From an optimization exercise on the open Yosys and OpenROAD flow, aimed at small area, a short achievable clock period and few clock cycles per item; shortcuts taken in it are not production practice. Function was checked by simulation only, so behaviour that the tests miss may differ from the original. No activity file was given, so power comes from the tool's default toggle rates.

==> flow/design.v <==
module irb_rng (
    input  wire         clk,
    input  wire         rst,           
    input  wire         cmd_valid,
    output wire         cmd_ready,
    input  wire [31:0]  cmd_word,
    input  wire [127:0] seed_in,
    input  wire [128:0] a_in,          
    input  wire [128:0] b_in,          
    input  wire [31:0]  cnt_in,
    input  wire [511:0] h_in,
    output reg          res_valid,
    output reg  [3:0]   res_op,
    output reg  [127:0] res_value,
    output wire [31:0]  status
);
    localparam [3:0] OP_NEXT    = 4'h6;
    localparam [3:0] OP_RSTREAM = 4'h7;
    localparam [3:0] OP_RHASH   = 4'h8;
    localparam [3:0] C_OK       = 4'd0;
    localparam [3:0] C_PARAM    = 4'd1;
    localparam [3:0] C_UNSEEDED = 4'd3;
    localparam [3:0] C_ILLEGAL  = 4'd4;
    reg         rdy;
    reg         seeded;
    reg [3:0]   st_code;
    reg         st_depr;
    reg         st_len;      
    reg         st_draw;     
    reg         st_hash;     
    reg         nx_go;       
    reg         is_hash;
    reg [255:0] w;           
    reg [6:0]   p;           
    reg         refill;      
    reg [7:0]   s;           
    reg [7:0]   nb;          
    reg         enforce;
    reg [128:0] a_q;         
    reg [128:0] d_q;         
    reg         bneg;        
    reg [31:0]  cnt_left;
    reg [511:0] h_q;
    reg [9:0]   hcnt;
    reg [128:0] x;           
    reg         v3, l3;
    assign cmd_ready = rdy;
    assign status    = {26'd0, seeded, st_depr, st_code};
    genvar gi;
    wire [3:0]  opc      = cmd_word[31:28];
    wire [10:0] n_imm    = cmd_word[10:0];
    wire dec_seed    = (opc == 4'h5) && (cmd_word[27:0]  == 28'd0);
    wire dec_next    = (opc == 4'h6) && (cmd_word[27:12] == 16'd0);
    wire dec_rstream = (opc == 4'h7) && (cmd_word[27:0]  == 28'd0);
    wire dec_rhash   = (opc == 4'h8) && (cmd_word[27:0]  == 28'd0);
    wire next_bad_n  = (n_imm == 11'd0) || (n_imm > 11'd128);
    wire accept      = cmd_valid && rdy;
    wire [128:0] diff;
    irb_add #(129, 8) u_diff (.a(b_in), .b(~a_in), .ci(1'b1), .s(diff), .co());
    wire         bad  = a_q[128] | bneg | d_q[128];
    wire [63:0] pe_v1;
    wire [63:0] pe_i1;
    wire [31:0] pe_v2;
    wire [63:0] pe_i2;
    wire [15:0] pe_v3;
    wire [47:0] pe_i3;
    wire [7:0] pe_v4;
    wire [31:0] pe_i4;
    wire [3:0] pe_v5;
    wire [19:0] pe_i5;
    wire [1:0] pe_v6;
    wire [11:0] pe_i6;
    wire [0:0] pe_v7;
    wire [6:0] pe_i7;
    generate for (gi = 0; gi < 64; gi = gi + 1) begin : g_pe1
        assign pe_v1[gi] = d_q[2*gi+1] | d_q[2*gi];
        assign pe_i1[gi] = d_q[2*gi+1];
    end endgenerate
    generate for (gi = 0; gi < 32; gi = gi + 1) begin : g_pe2
        assign pe_v2[gi] = pe_v1[2*gi+1] | pe_v1[2*gi];
        assign pe_i2[gi*2 +: 2] = pe_v1[2*gi+1] ? {1'b1, pe_i1[(2*gi+1)*1 +: 1]} : {1'b0, pe_i1[(2*gi)*1 +: 1]};
    end endgenerate
    generate for (gi = 0; gi < 16; gi = gi + 1) begin : g_pe3
        assign pe_v3[gi] = pe_v2[2*gi+1] | pe_v2[2*gi];
        assign pe_i3[gi*3 +: 3] = pe_v2[2*gi+1] ? {1'b1, pe_i2[(2*gi+1)*2 +: 2]} : {1'b0, pe_i2[(2*gi)*2 +: 2]};
    end endgenerate
    generate for (gi = 0; gi < 8; gi = gi + 1) begin : g_pe4
        assign pe_v4[gi] = pe_v3[2*gi+1] | pe_v3[2*gi];
        assign pe_i4[gi*4 +: 4] = pe_v3[2*gi+1] ? {1'b1, pe_i3[(2*gi+1)*3 +: 3]} : {1'b0, pe_i3[(2*gi)*3 +: 3]};
    end endgenerate
    generate for (gi = 0; gi < 4; gi = gi + 1) begin : g_pe5
        assign pe_v5[gi] = pe_v4[2*gi+1] | pe_v4[2*gi];
        assign pe_i5[gi*5 +: 5] = pe_v4[2*gi+1] ? {1'b1, pe_i4[(2*gi+1)*4 +: 4]} : {1'b0, pe_i4[(2*gi)*4 +: 4]};
    end endgenerate
    generate for (gi = 0; gi < 2; gi = gi + 1) begin : g_pe6
        assign pe_v6[gi] = pe_v5[2*gi+1] | pe_v5[2*gi];
        assign pe_i6[gi*6 +: 6] = pe_v5[2*gi+1] ? {1'b1, pe_i5[(2*gi+1)*5 +: 5]} : {1'b0, pe_i5[(2*gi)*5 +: 5]};
    end endgenerate
    generate for (gi = 0; gi < 1; gi = gi + 1) begin : g_pe7
        assign pe_v7[gi] = pe_v6[2*gi+1] | pe_v6[2*gi];
        assign pe_i7[gi*7 +: 7] = pe_v6[2*gi+1] ? {1'b1, pe_i6[(2*gi+1)*6 +: 6]} : {1'b0, pe_i6[(2*gi)*6 +: 6]};
    end endgenerate
    wire [6:0] dtop_i = pe_i7;           
    wire [7:0] dlen   = {1'b0, dtop_i} + 8'd1;
    wire [7:0] p1     = {1'b0, p} + 8'd1;
    wire [127:0] gen;
    generate
        for (gi = 0; gi < 128; gi = gi + 1) begin : g_gen
            wire t1 = (gi + 1 < 128) ? w[129 + gi] : gen[(gi + 1) % 128];
            wire t2 = (gi + 2 < 128) ? w[130 + gi] : gen[(gi + 2) % 128];
            wire t7 = (gi + 7 < 128) ? w[135 + gi] : gen[(gi + 7) % 128];
            assign gen[gi] = w[128 + gi] ^ t1 ^ t2 ^ t7;
        end
    endgenerate
    wire [7:0] u = ~s;
    wire [255:0] rv;
    generate
        for (gi = 0; gi < 256; gi = gi + 1) begin : g_rev
            assign rv[gi] = w[255 - gi];
        end
    endgenerate
    wire [254:0] sh7 = u[7] ? {127'd0, rv[255:128]} : rv[254:0];
    wire [190:0] sh6 = u[6] ? sh7[254:64] : sh7[190:0];
    wire [158:0] sh5 = u[5] ? sh6[190:32] : sh6[158:0];
    wire [142:0] sh4 = u[4] ? sh5[158:16] : sh5[142:0];
    wire [134:0] sh3 = u[3] ? sh4[142:8]  : sh4[134:0];
    wire [130:0] sh2 = u[2] ? sh3[134:4]  : sh3[130:0];
    wire [128:0] sh1 = u[1] ? sh2[130:2]  : sh2[128:0];
    wire [127:0] sh0 = u[0] ? sh1[128:1]  : sh1[127:0];
    reg [127:0] dmask, dtop;
    integer mi;
    always @(*) begin
        for (mi = 0; mi < 128; mi = mi + 1) begin
            dmask[mi] = (mi < nb) & ~rdy;      
            dtop[mi]  = (mi == nb - 1);
        end
    end
    wire [127:0] drawn = sh0 & dmask;
    wire draw = nx_go | st_draw;
    wire         ge;                                  
    wire [127:0] sum0, sum1;
    irb_carry #(129, 8) u_ge (.a(x), .b(~{1'b0, d_q[127:0]}), .co(ge));
    wire [127:0] nd   = ~d_q[127:0];
    irb_add #(128) u_sum0 (.a(x[127:0]), .b(st_hash ? nd : a_q[127:0]), .ci(1'b0), .s(sum0), .co());
    wire [127:0] k_x  = a_q[127:0] ^ nd;
    wire [127:0] k_o  = a_q[127:0] | nd;
    wire [127:0] k_a  = a_q[127:0] & nd;
    wire [127:0] cs_s = x[127:0] ^ k_x;
    wire [127:0] cs_c = (x[127:0] & k_o) | k_a;
    irb_add #(128) u_sum1 (.a(cs_s), .b({cs_c[126:0], 1'b0}), .ci(1'b0), .s(sum1), .co());
    wire [127:0] red  = ge ? sum0 : x[127:0];        
    always @(posedge clk) begin
        res_valid <= 1'b0;
        v3        <= 1'b0;
        nx_go     <= 1'b0;
        if (rst) begin
            rdy     <= 1'b1;
            seeded  <= 1'b0;
            st_code <= C_OK;
            st_depr <= 1'b0;
            refill  <= 1'b0;
            st_len  <= 1'b0;
            st_draw <= 1'b0;
            st_hash <= 1'b0;
        end else begin
            if (rdy) begin
                a_q      <= a_in;
                d_q      <= diff;
                bneg     <= b_in[128];
            end
            if (accept && dec_seed) begin
                w[255:128] <= seed_in;
                p          <= 7'd0;
                refill     <= 1'b1;
            end else if (refill || (draw && s[7])) begin
                w          <= {gen, w[255:128]};
                refill     <= 1'b0;
                if (draw) p <= s[6:0];
            end else if (draw) begin
                p <= s[6:0];
            end
            if (accept) begin
                st_depr <= 1'b0;
                if (dec_seed) begin
                    seeded  <= 1'b1;
                    st_code <= C_OK;
                end else if (dec_next) begin
                    if (next_bad_n)
                        st_code <= C_PARAM;
                    else if (!seeded)
                        st_code <= C_UNSEEDED;
                    else begin
                        st_code <= C_OK;
                        nb      <= n_imm[7:0];
                        enforce <= cmd_word[11];
                        nx_go   <= 1'b1;
                        rdy     <= 1'b0;
                    end
                end else if (dec_rstream || dec_rhash) begin
                    is_hash <= dec_rhash;
                    st_len  <= 1'b1;
                    rdy     <= 1'b0;
                end else begin
                    st_code <= C_ILLEGAL;
                end
            end
            if (st_len) begin
                st_len  <= 1'b0;
                st_depr <= is_hash;
                nb      <= dlen;
                if (bad) begin
                    st_code <= C_PARAM;
                    rdy     <= 1'b1;
                end else if (!is_hash && !seeded) begin
                    st_code <= C_UNSEEDED;
                    rdy     <= 1'b1;
                end else if (!is_hash && cnt_left == 32'd0) begin
                    st_code <= C_OK;
                    rdy     <= 1'b1;
                end else begin
                    st_code <= C_OK;
                    st_draw <= !is_hash;
                    st_hash <= is_hash;
                end
            end
            if (st_draw) begin
                v3       <= 1'b1;
                l3       <= (cnt_left == 32'd0);
                if (cnt_left == 32'd0)
                    st_draw <= 1'b0;
            end
            if (st_hash) begin
                if (hcnt == 10'd0) begin
                    st_hash <= 1'b0;
                    v3      <= 1'b1;
                    l3      <= 1'b1;
                end
            end
            if (nx_go) begin
                res_valid <= 1'b1;
                res_op    <= OP_NEXT;
                rdy       <= 1'b1;
            end
            if (v3) begin
                res_valid <= 1'b1;
                res_op    <= is_hash ? OP_RHASH : OP_RSTREAM;
                if (l3)
                    rdy <= 1'b1;
            end
        end
    end
    always @(posedge clk) begin
        h_q <= rdy ? h_in : {h_q[510:0], 1'b0};
        cnt_left <= rdy ? cnt_in : cnt_left - 32'd1;
        hcnt     <= st_len ? 10'd510 : hcnt - 10'd1;
        if (rdy)
            s <= {1'b0, p} + n_imm[7:0];
        else if (st_len)
            s <= p1 + {1'b0, dtop_i};
        else
            s <= {1'b0, s[6:0]} + nb;
        if (st_len | st_hash)
            x <= {red, h_q[511]};
        else
            x <= {1'b0, drawn};
        res_value <= nx_go ? (drawn | (enforce ? dtop : 128'd0)) : (ge ? sum1 : sum0);
    end
endmodule
module irb_add #(parameter N = 128, parameter L = 7) (
    input  wire [N-1:0] a,
    input  wire [N-1:0] b,
    input  wire         ci,
    output wire [N-1:0] s,
    output wire         co
);
    wire [N-1:0] p = a ^ b;
    wire [N-1:0] g [0:L];
    wire [N-1:0] t [0:L];
    assign g[0] = (a & b) | {{(N-1){1'b0}}, p[0] & ci};
    assign t[0] = p;
    genvar k, i;
    generate
        for (k = 0; k < L; k = k + 1) begin : lv
            for (i = 0; i < N; i = i + 1) begin : nd
                if ((i >> k) & 1) begin : c
                    localparam integer J = ((i >> k) << k) - 1;
                    assign g[k+1][i] = g[k][i] | (t[k][i] & g[k][J]);
                    assign t[k+1][i] = t[k][i] & t[k][J];
                end else begin : w
                    assign g[k+1][i] = g[k][i];
                    assign t[k+1][i] = t[k][i];
                end
            end
        end
    endgenerate
    assign s  = p ^ {g[L][N-2:0], ci};
    assign co = g[L][N-1];
endmodule
module irb_carry #(parameter N = 128, parameter L = 7) (
    input  wire [N-1:0] a,
    input  wire [N-1:0] b,
    output wire         co
);
    wire [N-1:0] s;
    irb_add #(N, L) u (.a(a), .b(b), .ci(1'b0), .s(s), .co(co));
endmodule
==> flow/config.mk <==
export PLATFORM = sky130hd
export DESIGN_NAME = irb_rng
export DESIGN_NICKNAME = irb_rng
export VERILOG_FILES = /design/flow/design.v
export SDC_FILE = /design/flow/constraint.sdc
export NUM_CORES = 4
export LEC_CHECK = 0
export CAP_MARGIN = 20
export CORE_MARGIN = 2
export CORE_UTILIZATION = 40
export SETUP_SLACK_MARGIN = 3
export SLEW_MARGIN = 20
==> flow/constraint.sdc <==
create_clock -name core_clock -period 8.0 [get_ports {clk}]
set_input_delay 1.6000 -clock core_clock [delete_from_list [all_inputs] [get_ports {clk}]]
set_output_delay 1.6000 -clock core_clock [all_outputs]
set_load 0.01 [all_outputs]
standard.sh (not shown) runs the stock make flow with config.mk's settings and CLKGATE_MAP_FILE= SYNTH_SCRIPT=/design/flow/synth_recipe.tcl, a recipe that flattens the netlist after the stock synthesis.
==> flow/flow/run.sh <==
#!/bin/bash
# The standard layout, with plain buf_1 cells as the port buffers (the
# standard flow picks a delay buffer for them); repair_design and
# repair_timing resize them where the load needs it.
set -euo pipefail
export BUFFER_PORTS_ARGS="-buffer_cell sky130_fd_sc_hd__buf_1"
bash standard.sh finish > standard_flow.log 2>&1
The baseline produced a clean layout.
Testbench counts at the start, summed over its fixed seeds: cycles 20,753, items 15,011.
Rerun with:
--- a/flow/design.v
+++ b/flow/design.v
@@ -128,13 +128,13 @@
     wire [128:0] sh1 = u[1] ? sh2[130:2]  : sh2[128:0];
     wire [127:0] sh0 = u[0] ? sh1[128:1]  : sh1[127:0];
     reg [127:0] dmask, dtop;
     integer mi;
     always @(*) begin
         for (mi = 0; mi < 128; mi = mi + 1) begin
-            dmask[mi] = (mi < nb) & ~rdy;      
+            dmask[mi] = (mi < nb);
             dtop[mi]  = (mi == nb - 1);
         end
     end
     wire [127:0] drawn = sh0 & dmask;
     wire draw = nx_go | st_draw;
     wire         ge;                                  
@@ -176,24 +176,27 @@
                 w          <= {gen, w[255:128]};
                 refill     <= 1'b0;
                 if (draw) p <= s[6:0];
             end else if (draw) begin
                 p <= s[6:0];
             end
+            if (draw)
+                s <= {1'b0, s[6:0]} + nb;
             if (accept) begin
                 st_depr <= 1'b0;
                 if (dec_seed) begin
                     seeded  <= 1'b1;
                     st_code <= C_OK;
                 end else if (dec_next) begin
                     if (next_bad_n)
                         st_code <= C_PARAM;
                     else if (!seeded)
                         st_code <= C_UNSEEDED;
                     else begin
                         st_code <= C_OK;
+                        s       <= {1'b0, p} + n_imm[7:0];
                         nb      <= n_imm[7:0];
                         enforce <= cmd_word[11];
                         nx_go   <= 1'b1;
                         rdy     <= 1'b0;
                     end
                 end else if (dec_rstream || dec_rhash) begin
@@ -205,12 +208,13 @@
                 end
             end
             if (st_len) begin
                 st_len  <= 1'b0;
                 st_depr <= is_hash;
                 nb      <= dlen;
+                s       <= p1 + {1'b0, dtop_i};
                 if (bad) begin
                     st_code <= C_PARAM;
                     rdy     <= 1'b1;
                 end else if (!is_hash && !seeded) begin
                     st_code <= C_UNSEEDED;
                     rdy     <= 1'b1;
@@ -250,20 +254,14 @@
         end
     end
     always @(posedge clk) begin
         h_q <= rdy ? h_in : {h_q[510:0], 1'b0};
         cnt_left <= rdy ? cnt_in : cnt_left - 32'd1;
         hcnt     <= st_len ? 10'd510 : hcnt - 10'd1;
-        if (rdy)
-            s <= {1'b0, p} + n_imm[7:0];
-        else if (st_len)
-            s <= p1 + {1'b0, dtop_i};
-        else
-            s <= {1'b0, s[6:0]} + nb;
         if (st_len | st_hash)
-            x <= {red, h_q[511]};
+            x <= {red & {128{~st_len}}, h_q[511]};
         else
             x <= {1'b0, drawn};
         res_value <= nx_go ? (drawn | (enforce ? dtop : 128'd0)) : (ge ? sum1 : sum0);
     end
 endmodule
 module irb_add #(parameter N = 128, parameter L = 7) (
Effect: Total power rises by 18%; count of clock-buffer cells in the layout rises by 1; wire length rises by 1.3%; area after synthesis rises by 1.3%; die area rises by 1.3%; setup slack gets better by 0.041 ns; design area rises by 0.78%; first-iteration DRC count rises by 4.7%; via count rises by 1.4%; global-route usage is about the same.
Testbench counts after the change, summed over its fixed seeds: cycles 20,753, items 15,011.

## port drivers added, routing unchanged
The flow's constraints put no driver on any port. The routed layouts listed below were extracted and timed again, unchanged, in two steps. Step 1 (the two cells are an assumption about what drives the block):
set clk [get_ports {clk}]
set_driving_cell -lib_cell sky130_fd_sc_hd__clkbuf_16 $clk
set_driving_cell -lib_cell sky130_fd_sc_hd__buf_2 [delete_from_list [all_inputs] $clk]
Step 2 times the ports against the registers' clock, not the clock port: input delays grow and output delays shrink by t, the midpoint of the rising clock arrivals with the driver on. a / b / c = no drivers / after step 1 / after step 2; a / b = the first two.
run	t, ns	setup WS [ns]	latest minus earliest clock arrival (ns)
the first run	0.956	2.978 / 2.978 / 2.168	0.085 / 0.085
the second run	0.941	3.019 / 3.019 / 2.257	0.111 / 0.112
After both steps every run listed still meets setup and hold. The setup slack of the first run, which loses most, moves by 0.000 ns with the drivers and by -0.810 ns with both steps.
